This is an optimization exercise on Yosys and OpenROAD, whose aim is small area, a short achievable clock period and few clock cycles, not a production implementation. The RTL was checked by simulation tests, not by an equivalence proof against the original design. Power is estimated from default activity; no workload was simulated.

==> flow/design.v <==
module lt_core (
    input  wire         clk,
    input  wire         rst,           
    input  wire [31:0]  cal_scale,     
    input  wire [47:0]  cal_offset,    
    input  wire         cmd_valid,
    output wire         cmd_ready,
    input  wire [3:0]   cmd_op,
    input  wire [7:0]   cmd_len,
    input  wire [63:0]  cmd_now,
    input  wire         dat_valid,
    output wire         dat_ready,
    input  wire [7:0]   dat_byte,
    output wire         res_valid,
    input  wire         res_ready,
    output wire [2:0]   res_tag,
    output wire [2:0]   res_kind,
    output wire [7:0]   res_addr,
    output wire [7:0]   res_cmd,
    output wire [7:0]   res_len,
    output wire [7:0]   res_chk,
    output wire [127:0] res_payload,
    output wire [63:0]  res_value,
    output wire [15:0]  res_raw,
    output wire [7:0]   res_status,
    output wire [63:0]  res_seq,
    output wire [63:0]  res_info0,
    output wire [63:0]  res_info1
);
    localparam [7:0] START_MARKER = 8'h02;
    localparam [7:0] CHANNEL_ADDR = 8'h01;
    localparam [7:0] CMD_RAW_REQ  = 8'h01;
    localparam [7:0] CMD_RAW_RESP = 8'h81;
    localparam [7:0] CMD_SOSM3    = 8'h03;
    localparam [7:0] MAX_PAYLOAD  = 8'd16;
    localparam [7:0] SOSM3_LEN    = 8'd3;
    localparam [7:0] FAULT_MASK   = 8'hFB;
    localparam [63:0] REQ_TIMEOUT = 64'd1000;
    localparam [7:0] SMALL_FEED   = 8'd108;    
    localparam [3:0] OP_FEED  = 4'd1;
    localparam [3:0] OP_RESET = 4'd2;
    localparam [3:0] OP_SEND  = 4'd3;
    localparam [3:0] OP_POLL  = 4'd4;
    localparam [2:0] TAG_TELEGRAM = 3'd1;
    localparam [2:0] TAG_MEAS     = 3'd2;
    localparam [2:0] TAG_RESP     = 3'd3;
    localparam [2:0] TAG_ERR      = 3'd4;
    localparam [2:0] TAG_TX       = 3'd6;
    localparam [2:0] E_CHECKSUM   = 3'd1;
    localparam [2:0] E_LENGTH     = 3'd2;
    localparam [2:0] E_OVERFLOW   = 3'd3;
    localparam [2:0] E_STATUS     = 3'd4;
    localparam [2:0] E_TIMEOUT    = 3'd5;
    localparam [2:0] E_INFLIGHT   = 3'd6;
    localparam [2:0] F_SEEK = 3'd0;
    localparam [2:0] F_H1   = 3'd1;
    localparam [2:0] F_H2   = 3'd2;
    localparam [2:0] F_H3   = 3'd3;
    localparam [2:0] F_PAY  = 3'd4;
    localparam [2:0] F_CHK  = 3'd5;
    reg [31:0]  scale_q;
    reg [47:0]  offset_q;
    reg [7:0]   mem [0:31];
    reg [4:0]   head, rp, wp;
    reg [7:0]   rem, skip;
    reg         bq_v;
    reg [7:0]   b_q;
    reg [4:0]   bpos;                  
    reg         fm_v;                  
    reg [4:0]   fm_pos;                
    reg         seen;
    reg [3:0]   op_q;
    reg [7:0]   len_q;
    reg         big_q;
    reg         x_small, x_big, x_send, x_poll, x_reset;
    reg         cmd_ready_q, dat_ready_q;
    reg [2:0]   fs;
    reg [3:0]   pidx, plast;
    reg [7:0]   sum;
    reg [7:0]   t_addr, t_cmd, t_len, t_chk;
    reg [127:0] t_payload;
    reg [7:0]   o_len;
    reg [39:0]  o_pay;
    reg         cstate;
    reg [63:0]  t_send;
    reg [7:0]   tgt, teq;
    reg [63:0]  mseq;
    reg         r_valid;
    reg [2:0]   r_tag, r_kind;
    reg [7:0]   r_info0;
    reg [63:0]  r_value;
    wire [15:0] raw = {t_payload[7:0], t_payload[15:8]};
    wire [33:0] s1  = {{2{scale_q[31]}}, scale_q};
    wire [33:0] s2  = {scale_q[31], scale_q, 1'b0};
    wire [49:0] pp [0:8];
    genvar gj;
    generate
        for (gj = 0; gj < 8; gj = gj + 1) begin : g_booth
            wire x2 = raw[2*gj+1];
            wire x1 = raw[2*gj];
            wire x0 = (gj == 0) ? 1'b0 : raw[2*gj-1];
            wire one = x1 ^ x0;
            wire two = (x2 & ~x1 & ~x0) | (~x2 & x1 & x0);
            wire neg = x2;
            wire [33:0] m   = ({34{one}} & s1) | ({34{two}} & s2);
            wire [33:0] row = m ^ {34{neg}};
            assign pp[gj] = {16'd0, ~row[33], row[32:0]} << (2*gj);
        end
    endgenerate
    assign pp[8] = {34'd0, raw[15], 1'b0, raw[13], 1'b0, raw[11], 1'b0, raw[9], 1'b0,
                    raw[7], 1'b0, raw[5], 1'b0, raw[3], 1'b0, raw[1]};
    function [99:0] csa;
        input [49:0] a, b, c;
        begin
            csa[49:0]  = a ^ b ^ c;
            csa[99:50] = {(a[48:0] & b[48:0]) | (a[48:0] & c[48:0]) | (b[48:0] & c[48:0]), 1'b0};
        end
    endfunction
    wire [99:0] l1a = csa(pp[0], pp[1], pp[2]);
    wire [99:0] l1b = csa(pp[3], pp[4], pp[5]);
    wire [99:0] l1c = csa(pp[6], pp[7], pp[8]);
    wire [99:0] l2a = csa(l1a[49:0], l1a[99:50], l1b[49:0]);
    wire [99:0] l2b = csa(l1b[99:50], l1c[49:0], l1c[99:50]);
    wire [99:0] l3  = csa(l2a[49:0], l2a[99:50], l2b[49:0]);
    wire [99:0] l4  = csa(l3[49:0], l3[99:50], l2b[99:50]);
    reg [49:0] m_s, m_c;
    always @(posedge clk) begin
        m_s <= l4[49:0];
        m_c <= l4[99:50];
    end
    localparam [63:0] K_NEG = 64'd0 - (64'd21845 << 33);
    wire [63:0] f_a = {14'd0, m_s};
    wire [63:0] f_b = {14'd0, m_c};
    wire [63:0] f_c = {{16{offset_q[47]}}, offset_q};
    wire [63:0] f1s = f_a ^ f_b ^ f_c;
    wire [63:0] f1c = {(f_a[62:0] & f_b[62:0]) | (f_a[62:0] & f_c[62:0]) | (f_b[62:0] & f_c[62:0]), 1'b0};
    wire [63:0] f2s = f1s ^ f1c ^ K_NEG;
    wire [63:0] f2c = {(f1s[62:0] & f1c[62:0]) | (f1s[62:0] & K_NEG[62:0]) | (f1c[62:0] & K_NEG[62:0]), 1'b0};
    wire [63:0] dec_value = f2s + f2c;
    wire [7:0] dec_status = t_payload[23:16];
    wire       dec_fault  = (dec_status & FAULT_MASK) != 8'd0;
    wire a_ok   = (t_addr == CHANNEL_ADDR) && (t_len == SOSM3_LEN);
    wire is_rsp = cstate && a_ok && (t_cmd == CMD_RAW_RESP);
    wire is_sm3 = a_ok && (t_cmd == CMD_SOSM3);
    wire [64:0] dl_sum = {1'b0, t_send} + {1'b0, REQ_TIMEOUT};
    wire        dl_sat = dl_sum[64];
    wire [63:0] dl     = dl_sum[63:0];
    wire now_gt = tgt[7] | teq[7] & (tgt[6] | teq[6] & (tgt[5] | teq[5] & (tgt[4] |
                  teq[4] & (tgt[3] | teq[3] & (tgt[2] | teq[2] & (tgt[1] | teq[1] & tgt[0]))))));
    wire timed_out = cstate & !dl_sat & now_gt;
    wire       cmd_take = cmd_valid & cmd_ready_q;
    wire       dat_take = dat_valid & dat_ready_q;
    wire [4:0] fill     = wp - head;
    wire [7:0] rd_byte  = mem[rp];
    wire [8:0] ov_total   = {4'd0, fill} + {1'b0, len_q};
    reg        ov, ov_inwin, x_big_arm;
    reg  [7:0] ov_dropped, ov_skip;
    reg  [4:0] ov_head;
    always @(posedge clk) begin
        ov         <= ov_total > 9'd128;
        ov_dropped <= ov_total[7:0] - 8'd128;
        ov_inwin   <= ov_total[7:0] - 8'd128 <= {3'd0, fill};
        ov_skip    <= ov_total[7:0] - 8'd128 - {3'd0, fill};
        ov_head    <= head + ov_total[4:0];
        x_big_arm  <= x_big & !rst;
    end
    wire x_big_go = x_big && x_big_arm && !r_valid;
    reg  [4:0]   head_n, rp_n, wp_n;
    reg  [7:0]   rem_n, skip_n;
    reg          bqv_n;
    reg  [7:0]   bq_n;
    reg  [4:0]   bpos_n;
    reg          fm_v_n;
    reg  [4:0]   fm_pos_n;
    reg          fail;
    reg          x_small_n, x_big_n, x_send_n, x_poll_n, x_reset_n;
    reg  [2:0]   fs_n;
    reg  [3:0]   pidx_n, plast_n;
    reg  [7:0]   sum_n;
    reg  [7:0]   t_addr_n, t_cmd_n, t_len_n, t_chk_n;
    reg  [127:0] t_payload_n;
    reg          cstate_n;
    reg          inc_seq;
    reg          load;
    reg          load_tx;
    reg  [2:0]   tag_n, kind_n;
    reg  [7:0]   info0_n;
    reg          e_go, flush;
    always @(*) begin
        head_n = head;  rp_n = rp;  wp_n = wp;
        rem_n = rem;    skip_n = skip;
        bqv_n = bq_v;   bq_n = b_q;  bpos_n = bpos;
        fm_v_n = fm_v;  fm_pos_n = fm_pos;
        fail = 1'b0;
        fs_n = fs;      pidx_n = pidx;  plast_n = plast;  sum_n = sum;
        t_addr_n = t_addr;  t_cmd_n = t_cmd;  t_len_n = t_len;  t_chk_n = t_chk;
        t_payload_n = t_payload;
        cstate_n = cstate;
        inc_seq = 1'b0;
        load = 1'b0;  load_tx = 1'b0;
        tag_n = r_tag;  kind_n = r_kind;  info0_n = r_info0;
        flush = 1'b0;
        x_small_n = cmd_take && cmd_op == OP_FEED && cmd_len <= SMALL_FEED;
        x_big_n   = cmd_take ? (cmd_op == OP_FEED && cmd_len > SMALL_FEED) : (x_big && !x_big_go);
        x_send_n  = cmd_take ? (cmd_op == OP_SEND)  : (x_send && r_valid);
        x_poll_n  = cmd_take ? (cmd_op == OP_POLL)  : (x_poll && r_valid);
        x_reset_n = cmd_take && cmd_op == OP_RESET;
        if (x_small)
            rem_n = rem + len_q;
        if (dat_take) begin
            rem_n = rem_n - 8'd1;
            if (skip != 8'd0)
                skip_n = skip - 8'd1;
            else
                wp_n = wp + 5'd1;
        end
        e_go = bq_v && !(r_valid && fs != F_SEEK);
        if (e_go) begin
            if (fs != F_SEEK && b_q == START_MARKER && !fm_v) begin
                fm_v_n   = 1'b1;
                fm_pos_n = bpos;
            end
            case (fs)
            F_SEEK: begin
                if (b_q == START_MARKER) begin
                    fs_n   = F_H1;
                    sum_n  = b_q;
                    fm_v_n = 1'b0;
                end else begin
                    head_n = rp;
                end
            end
            F_H1: begin
                t_addr_n = b_q;
                sum_n    = sum + b_q;
                fs_n     = F_H2;
            end
            F_H2: begin
                t_cmd_n = b_q;
                sum_n   = sum + b_q;
                fs_n    = F_H3;
            end
            F_H3: begin
                if (b_q > MAX_PAYLOAD) begin
                    fail    = 1'b1;
                    load    = 1'b1;
                    tag_n   = TAG_ERR;
                    kind_n  = E_LENGTH;
                    info0_n = b_q;
                end else begin
                    t_len_n = b_q;
                    sum_n   = sum + b_q;
                    plast_n = b_q[3:0] - 4'd1;
                    pidx_n  = 4'd0;
                    fs_n    = (b_q == 8'd0) ? F_CHK : F_PAY;
                end
            end
            F_PAY: begin
                t_payload_n[pidx*8 +: 8] = b_q;
                sum_n  = sum + b_q;
                pidx_n = pidx + 4'd1;
                if (pidx == plast)
                    fs_n = F_CHK;
            end
            default: begin   
                t_chk_n = b_q;
                load    = 1'b1;
                if (sum == b_q) begin
                    fs_n   = F_SEEK;
                    head_n = rp;
                    if (is_rsp || is_sm3) begin
                        if (is_rsp) cstate_n = 1'b0;
                        inc_seq = 1'b1;
                        tag_n   = dec_fault ? TAG_ERR : (is_rsp ? TAG_RESP : TAG_MEAS);
                        kind_n  = dec_fault ? E_STATUS : 3'd0;
                    end else begin
                        tag_n  = TAG_TELEGRAM;
                        kind_n = 3'd0;
                    end
                end else begin
                    fail    = 1'b1;
                    tag_n   = TAG_ERR;
                    kind_n  = E_CHECKSUM;
                    info0_n = sum;
                end
            end
            endcase
            if (fail) begin
                fm_v_n = 1'b0;
                if (fm_v) begin
                    head_n = fm_pos;
                    fs_n   = F_H1;
                    sum_n  = START_MARKER;
                    flush  = 1'b1;
                end else if (b_q == START_MARKER) begin
                    head_n = bpos;
                    fs_n   = F_H1;
                    sum_n  = START_MARKER;
                end else begin
                    head_n = rp;
                    fs_n   = F_SEEK;
                end
            end
        end
        if (flush) begin
            bqv_n = 1'b0;
            rp_n  = fm_pos + 5'd1;
        end else if (!bq_v || e_go) begin
            if (rp != wp) begin
                bq_n   = rd_byte;
                bpos_n = rp;
                rp_n   = rp + 5'd1;
                bqv_n  = 1'b1;
            end else if (dat_take && skip == 8'd0) begin
                bq_n   = dat_byte;
                bpos_n = rp;
                rp_n   = rp + 5'd1;
                bqv_n  = 1'b1;
            end else begin
                bqv_n = 1'b0;
            end
        end
        if (x_reset) begin
            head_n = wp;
            rp_n   = wp;
            fs_n   = F_SEEK;
            fm_v_n = 1'b0;
        end
        if (x_big_go) begin
            rem_n = len_q;
            if (ov) begin
                fs_n   = F_SEEK;
                fm_v_n = 1'b0;
                if (ov_inwin) begin
                    head_n = ov_head;
                    rp_n   = ov_head;
                    skip_n = 8'd0;
                end else begin
                    head_n = wp;
                    rp_n   = wp;
                    skip_n = ov_skip;
                end
                load    = 1'b1;
                tag_n   = TAG_ERR;
                kind_n  = E_OVERFLOW;
                info0_n = ov_dropped;
            end else begin
                skip_n = 8'd0;
            end
        end
        if (x_send && !r_valid) begin
            load = 1'b1;
            if (cstate) begin
                tag_n  = TAG_ERR;
                kind_n = E_INFLIGHT;
            end else begin
                cstate_n = 1'b1;
                load_tx  = 1'b1;
                tag_n    = TAG_TX;
                kind_n   = 3'd0;
            end
        end
        if (x_poll && !r_valid && timed_out) begin
            cstate_n = 1'b0;
            load     = 1'b1;
            tag_n    = TAG_ERR;
            kind_n   = E_TIMEOUT;
        end
    end
    wire x_wait_n = x_big_n | x_send_n | x_poll_n | x_reset_n;
    wire rem_end  = (rem == 8'd0) || (rem == 8'd1 && dat_take && skip != 8'd0);
    wire idle_n   = rem_end && !x_small && !x_big && !x_small_n && !x_wait_n && (rp == wp) &&
                    (!bq_v || (e_go && !flush));
    wire seen_n   = cmd_valid & !cmd_take;
    wire path2_n  = seen_n && (cmd_op == OP_FEED) && (cmd_len <= SMALL_FEED) &&
                    (rem[7:5] == 3'd0) && !x_big && !x_wait_n;
    wire room_n   = fill <= 5'd29;
    wire cmd_ready_n = idle_n | path2_n;
    wire dat_ready_n = ((rem_n != 8'd0) | x_small_n) & room_n;
    integer g;
    always @(posedge clk) begin
        scale_q  <= cal_scale;
        offset_q <= cal_offset;
        mem[wp]  <= dat_byte;
        seen     <= seen_n;
        op_q     <= cmd_op;
        if (!x_big)
            len_q <= cmd_len;
        big_q    <= cmd_len > SMALL_FEED;
        if (!x_poll)
            for (g = 0; g < 8; g = g + 1) begin
                tgt[g] <= cmd_now[8*g +: 8] >  dl[8*g +: 8];
                teq[g] <= cmd_now[8*g +: 8] == dl[8*g +: 8];
            end
        if (cmd_take && cmd_op == OP_SEND && !cstate)
            t_send <= cmd_now;
        b_q       <= bq_n;
        bpos      <= bpos_n;
        fm_pos    <= fm_pos_n;
        fm_v      <= fm_v_n;
        pidx      <= pidx_n;
        plast     <= plast_n;
        sum       <= sum_n;
        t_addr    <= t_addr_n;
        t_cmd     <= t_cmd_n;
        t_len     <= t_len_n;
        t_chk     <= t_chk_n;
        t_payload <= t_payload_n;
        r_tag     <= tag_n;
        r_kind    <= kind_n;
        r_info0   <= info0_n;
        if ((e_go && fs == F_CHK) || load_tx) begin
            o_len <= load_tx ? 8'd5 : t_len;
            o_pay <= load_tx ? {8'h04, 8'h00, CMD_RAW_REQ, CHANNEL_ADDR, START_MARKER}
                             : t_payload[39:0];
        end
        if (!r_valid)
            r_value <= dec_value;
        if (rst) begin
            head        <= 5'd0;
            rp          <= 5'd0;
            wp          <= 5'd0;
            rem         <= 8'd0;
            skip        <= 8'd0;
            bq_v        <= 1'b0;
            fs          <= F_SEEK;
            x_small     <= 1'b0;
            x_big       <= 1'b0;
            x_send      <= 1'b0;
            x_poll      <= 1'b0;
            x_reset     <= 1'b0;
            cmd_ready_q <= 1'b0;
            dat_ready_q <= 1'b0;
            cstate      <= 1'b0;
            mseq        <= 64'd0;
            r_valid     <= 1'b0;
            seen        <= 1'b0;
        end else begin
            head        <= head_n;
            rp          <= rp_n;
            wp          <= wp_n;
            rem         <= rem_n;
            skip        <= skip_n;
            bq_v        <= bqv_n;
            fs          <= fs_n;
            x_small     <= x_small_n;
            x_big       <= x_big_n;
            x_send      <= x_send_n;
            x_poll      <= x_poll_n;
            x_reset     <= x_reset_n;
            cmd_ready_q <= cmd_ready_n;
            dat_ready_q <= dat_ready_n;
            cstate      <= cstate_n;
            if (inc_seq)
                mseq <= mseq + 64'd1;
            r_valid     <= load | (r_valid & !res_ready);
        end
    end
    assign cmd_ready   = cmd_ready_q;
    assign dat_ready   = dat_ready_q;
    assign res_valid   = r_valid;
    assign res_tag     = r_tag;
    assign res_kind    = r_kind;
    assign res_addr    = t_addr;
    assign res_cmd     = t_cmd;
    assign res_len     = o_len;
    assign res_chk     = t_chk;
    assign res_payload = {t_payload[127:40], o_pay};
    assign res_value   = r_value;
    assign res_raw     = raw;
    assign res_status  = t_payload[23:16];
    assign res_seq     = mseq;
    assign res_info0   = {56'd0, r_info0};
    assign res_info1   = {56'd0, t_chk};
endmodule
==> flow/flow/run.sh <==
#!/bin/bash
set -euo pipefail
bash standard.sh synth > synth.log 2>&1
bash standard.sh SETUP_SLACK_MARGIN=7.0 finish > layout.log 2>&1
==> flow/standard.sh <==
#!/bin/bash
# synth_recipe.tcl (not shown) runs the flow's synth.tcl, then flattens the netlist and writes it again
# the make line also repeats each setting of config.mk as NAME=value (left out here)
make -C /OpenROAD-flow-scripts/flow DESIGN_CONFIG=/design/flow/config.mk WORK_HOME=/design/flow/orfs CLKGATE_MAP_FILE= SYNTH_SCRIPT=/design/flow/synth_recipe.tcl "${@:-finish}"
==> flow/config.mk <==
export PLATFORM = sky130hd
export DESIGN_NAME = lt_core
export DESIGN_NICKNAME = lt_core
export VERILOG_FILES = /design/flow/design.v
export SDC_FILE = /design/flow/constraint.sdc
export NUM_CORES = 4
export LEC_CHECK = 0
export CAP_MARGIN = 20
export CORE_MARGIN = 2
export CORE_UTILIZATION = 40
export SLEW_MARGIN = 20
==> flow/constraint.sdc <==
create_clock -name core_clock -period 11.0 [get_ports {clk}]
set_input_delay 2.2000 -clock core_clock [delete_from_list [all_inputs] [get_ports {clk}]]
set_output_delay 2.2000 -clock core_clock [all_outputs]
set_load 0.01 [all_outputs]
==> summary.md <==
| Metric | Value |
|---|---|
| CTS Hold Bufs | 0 |
| Max-cap violations | 0 |
| Max incr delay on CP | 530 ps |
| Cell Pwr Density | 204 mW/mm^2 |
| Final count of pins violating max slew | 0 |
| Final critical-path required period | 4070 ps |
| P&R area growth vs syn | 21.2% |
| Die area | 0.151 sq mm |
| Area leader, netlist | edfxtp_1 |
| WP data arrival | 4540 ps |
| Most frequent CP cell | ha_4 |
| First-pass GRT wire length | 267 mm |
| DRC Markers | 0 |
| Unique cell type count in the Yosys netlist | 87 |
| Post-route ant nets | 0 |
| Via count of the first global-routing pass | 43,000 |
| Initial Util | 40.2% |
| Initial antenna violation count | 7 |
| Worst path cell trace | fa_1 -> ha_4 -> ha_4 -> inv_2 -> fa_2 -> nor2b_4 -> o2111ai_4 -> a21boi_2 -> a311oi_2 -> buf_4 -> o31a_1 -> buf_6 -> o21a_4 -> buf_12 -> o311ai_4 -> o211ai_1 -> xnor2_1 |
| Place WS | 6060 ps |
| Multi-input gate area | 0.0300 sq mm |
| DRT Wirelength | 184 mm |
| Final cell count without fillers | 8,008 |
| Type of the worst setup path | reg2reg |
| Most used DFF post-synth | edfxtp_1 |
| Die height | 389 microns |
| Worst endpoint required time | 11,460 ps |
| Relative slew slack | 28.4% |
| CP endpoint kind | flop |
| Setup Viol. Count Final | 0 |
| Routed via count | 44,900 |
| Buf/Inv on CP | 4 |
| Die width | 389 microns |
| Crit-path slowest cell | fa_1 |
| Largest net degree at the start of global routing | 81 |
| Starting DRT DRC Count | 4,304 |
| Fillcell total | 13,400 |
| Placer Congestion | 0.860 |
| Num ports | 618 |
| DR WL/cell | 22.9 microns |
| Total gr overflow | 0 |
| Top delay family on crit path | adder cells |
| Hold Crit Class | reg2reg |
| Post-synth top area share | 32.9% |
| Synth top area cells | edfxtp_1 (33%), dfxtp_1 (11%), fa_1 (8.1%) |
| Post-DP HPWL | 117 mm |
| Vias per Instance | 5.60 |
| Count leader, synth | edfxtp_1 |
| Post-synth EDFFs | 649 |
| Fmax | 0.245 GHz |
| Root Buffer | clkbuf_16 |
| Ys async rst share | 0% |
| Final hold violations | 0 |
| Warnings, synthesis | 1 |
| Num CTS Buffers | 110 |
| Post-synthesis sequential area ratio | 43.8% |
| GRT Util Overall | 22.9% |
| Run status | complete, no violations |
| RSZ-0062 raised after global routing | yes |
| Final period util | 37.0% |
| DRT Pass-1 Iters | 6 |
| Post-Syn Area | 0.0592 sq mm |
| # nets final | 6,667 |
| Yosys reg bits | 969 |
| Clock Path Buffers | 3 |
| Worst-path clk slew | 60 ps |
| LEAKAGE | 27.9 nW |
| Post-synth top cells | edfxtp_1 (649), nor2_1 (645), inv_1 (450) |
| H-tree depth | 3 |
| Worst Clk Skew | 96.7 ps |
| CTS tree | built |
| Register area | 0.0259 sq mm |
| IO Port Bufs | 505 |
| Final Power | 14.6 mW |
| DP Cell Count | 7,671 |
| Final core utilization | 48.7% |
| Worst-Skew Late Latency | 790 ps |
| Core area | 0.147 sq mm |
| Number of placement rows | 141 |
| TritonCTS Sinks | 969 |
| Syn avg cell area | 10.4 sq um |
| Worst setup SP type | flop |
| Slew at the pin closest to its max-slew limit | 1070 ps |
| Total negative slack | 0 ps |
| Share of layout cells above drive strength 1 | 13.1% |
| Crit-path max FO | 3 |
| Synthesized instance count | 5,692 |
| Final setup margin | 6930 ps |
| Peak supply drop | 0.000173 V |
where the power goes:
part	internal (mW)	switching [mW]	total (mW)
combinational	2.47	3.40	5.87
sequential	4.52	0.237	4.76
clock	2.36	1.63	3.99
total	9.35	5.27	14.6
metal layers:
layer / vias to the layer above / GRT usage [%] / wire (microns)
met1: 21900 / 29.7 / 73000
met3: 421 / 5.07 / 16300
met4: 6 / 7.02 / 7000
met2: 2051 / 38.1 / 87400
met5: - / 0 / 39
li1: 20400 / - / -
layout make-up:
| type | instances | area share, % |
|---|---|---|
| antenna | 2 | 0.00698 |
| sequential | 969 | 36.2 |
| clock inverter | 70 | 1.37 |
| tap | 1930 | 3.37 |
| inverter | 452 | 2.38 |
| clock buffer | 139 | 4.15 |
| timing repair buffer | 717 | 10.7 |
| multi-input combinational | 3729 | 41.8 |
stage by stage:
step	area (sq um)	hold WS, ps
6_report	71700	451
5_1_grt	71700	460
4_1_cts	69800	451
3_5_place_dp	64500	441
3_3_place_gp	64500	435
2_1_floorplan	59600	426
flip-flops by register name, indices dropped and copies added, names as in the netlist, 32 cells and up:
register	count
m_s	48
r_value	64
mseq	64
t_send	64
scale_q	32
offset_q	48
t_payload	128
m_c	45
mem	256
o_pay	40
worst paths after layout:
check	cells after the start	start	slack (ps)	end
max	17	m_s[2]	6930	r_value[48]
min	0	bpos[2]	450	fm_pos[2]
max reg2reg	17	m_s[2]	6930	r_value[48]
min reg2reg	0	bpos[2]	450	fm_pos[2]
placed cells by master, fill, tap and decap left out, types with 26 or more instances in the layout:
master / n
dfxtp_1: 302
clkdlybuf4s50_1: 423
inv_1: 446
mux2_2: 84
clkbuf_16: 128
nand2b_1: 58
nand4_1: 48
conb_1: 112
edfxtp_1: 649
a221oi_1: 102
a221oi_2: 66
nor2b_1: 104
nor2_1: 627
dlygate4sd2_1: 70
a22oi_1: 26
xor2_1: 129
buf_4: 137
a21oi_1: 379
o22ai_1: 216
maj3_1: 30
nor3_1: 36
o21ai_0: 119
a21o_1: 71
fa_1: 237
nand2_1: 271
xnor2_1: 102
buf_12: 29
a22o_1: 31
and3_1: 32
nand3_1: 94
ha_1: 266
mux4_2: 80
mux2i_1: 31
cell families after synthesis:
logic type,after synthesis,synth area share (%)
muxes,195,5.17
DFF,969,43.8
AOI/OAI and AO/OA,1203,13.3
buffers and inverters,1115,8.60
other,1,0.00634
adders and majority gates,549,14.5
xor gates and xnor gates,235,3.48
and+or+nand+nor,1425,11.2
what timing repair did:
| action | in CTS | in global routing |
|---|---|---|
| endpoints found under the setup margin | 219 | 160 |
| cloned | 17 | 20 |
| setup buffers | 41 | 48 |
| gates resized for setup | 228 | 186 |
| pin swaps | 33 | 43 |
Testbench counts, summed over its fixed seeds: cycles 21,934.

[static timing again, ports no longer ideal]
No port has a modelled driver above. Below, the same layout with a new extraction and two added sets of constraints.
Step 1 sets driving cells, clkbuf_16 on the clock port and buf_2 on the other inputs (assumed; they add their load-dependent delay and slew).
Step 2 moves the port delays by t, midway between the first and last clock arrival at a register: inputs arrive t later, outputs are due t later. That takes back most of the time a late clock gives input paths.
a / b / c = ideal ports / drivers / drivers and shift; a / b = the first two.
t, ns: 0.815
setup slack, ns: 6.926 / 6.926 / 6.307
clock arrival spread, ns: 0.097 / 0.098
After both steps setup and hold are still met in this run. The setup slack of this run moves by 0.000 ns with the drivers and by -0.619 ns with both steps.
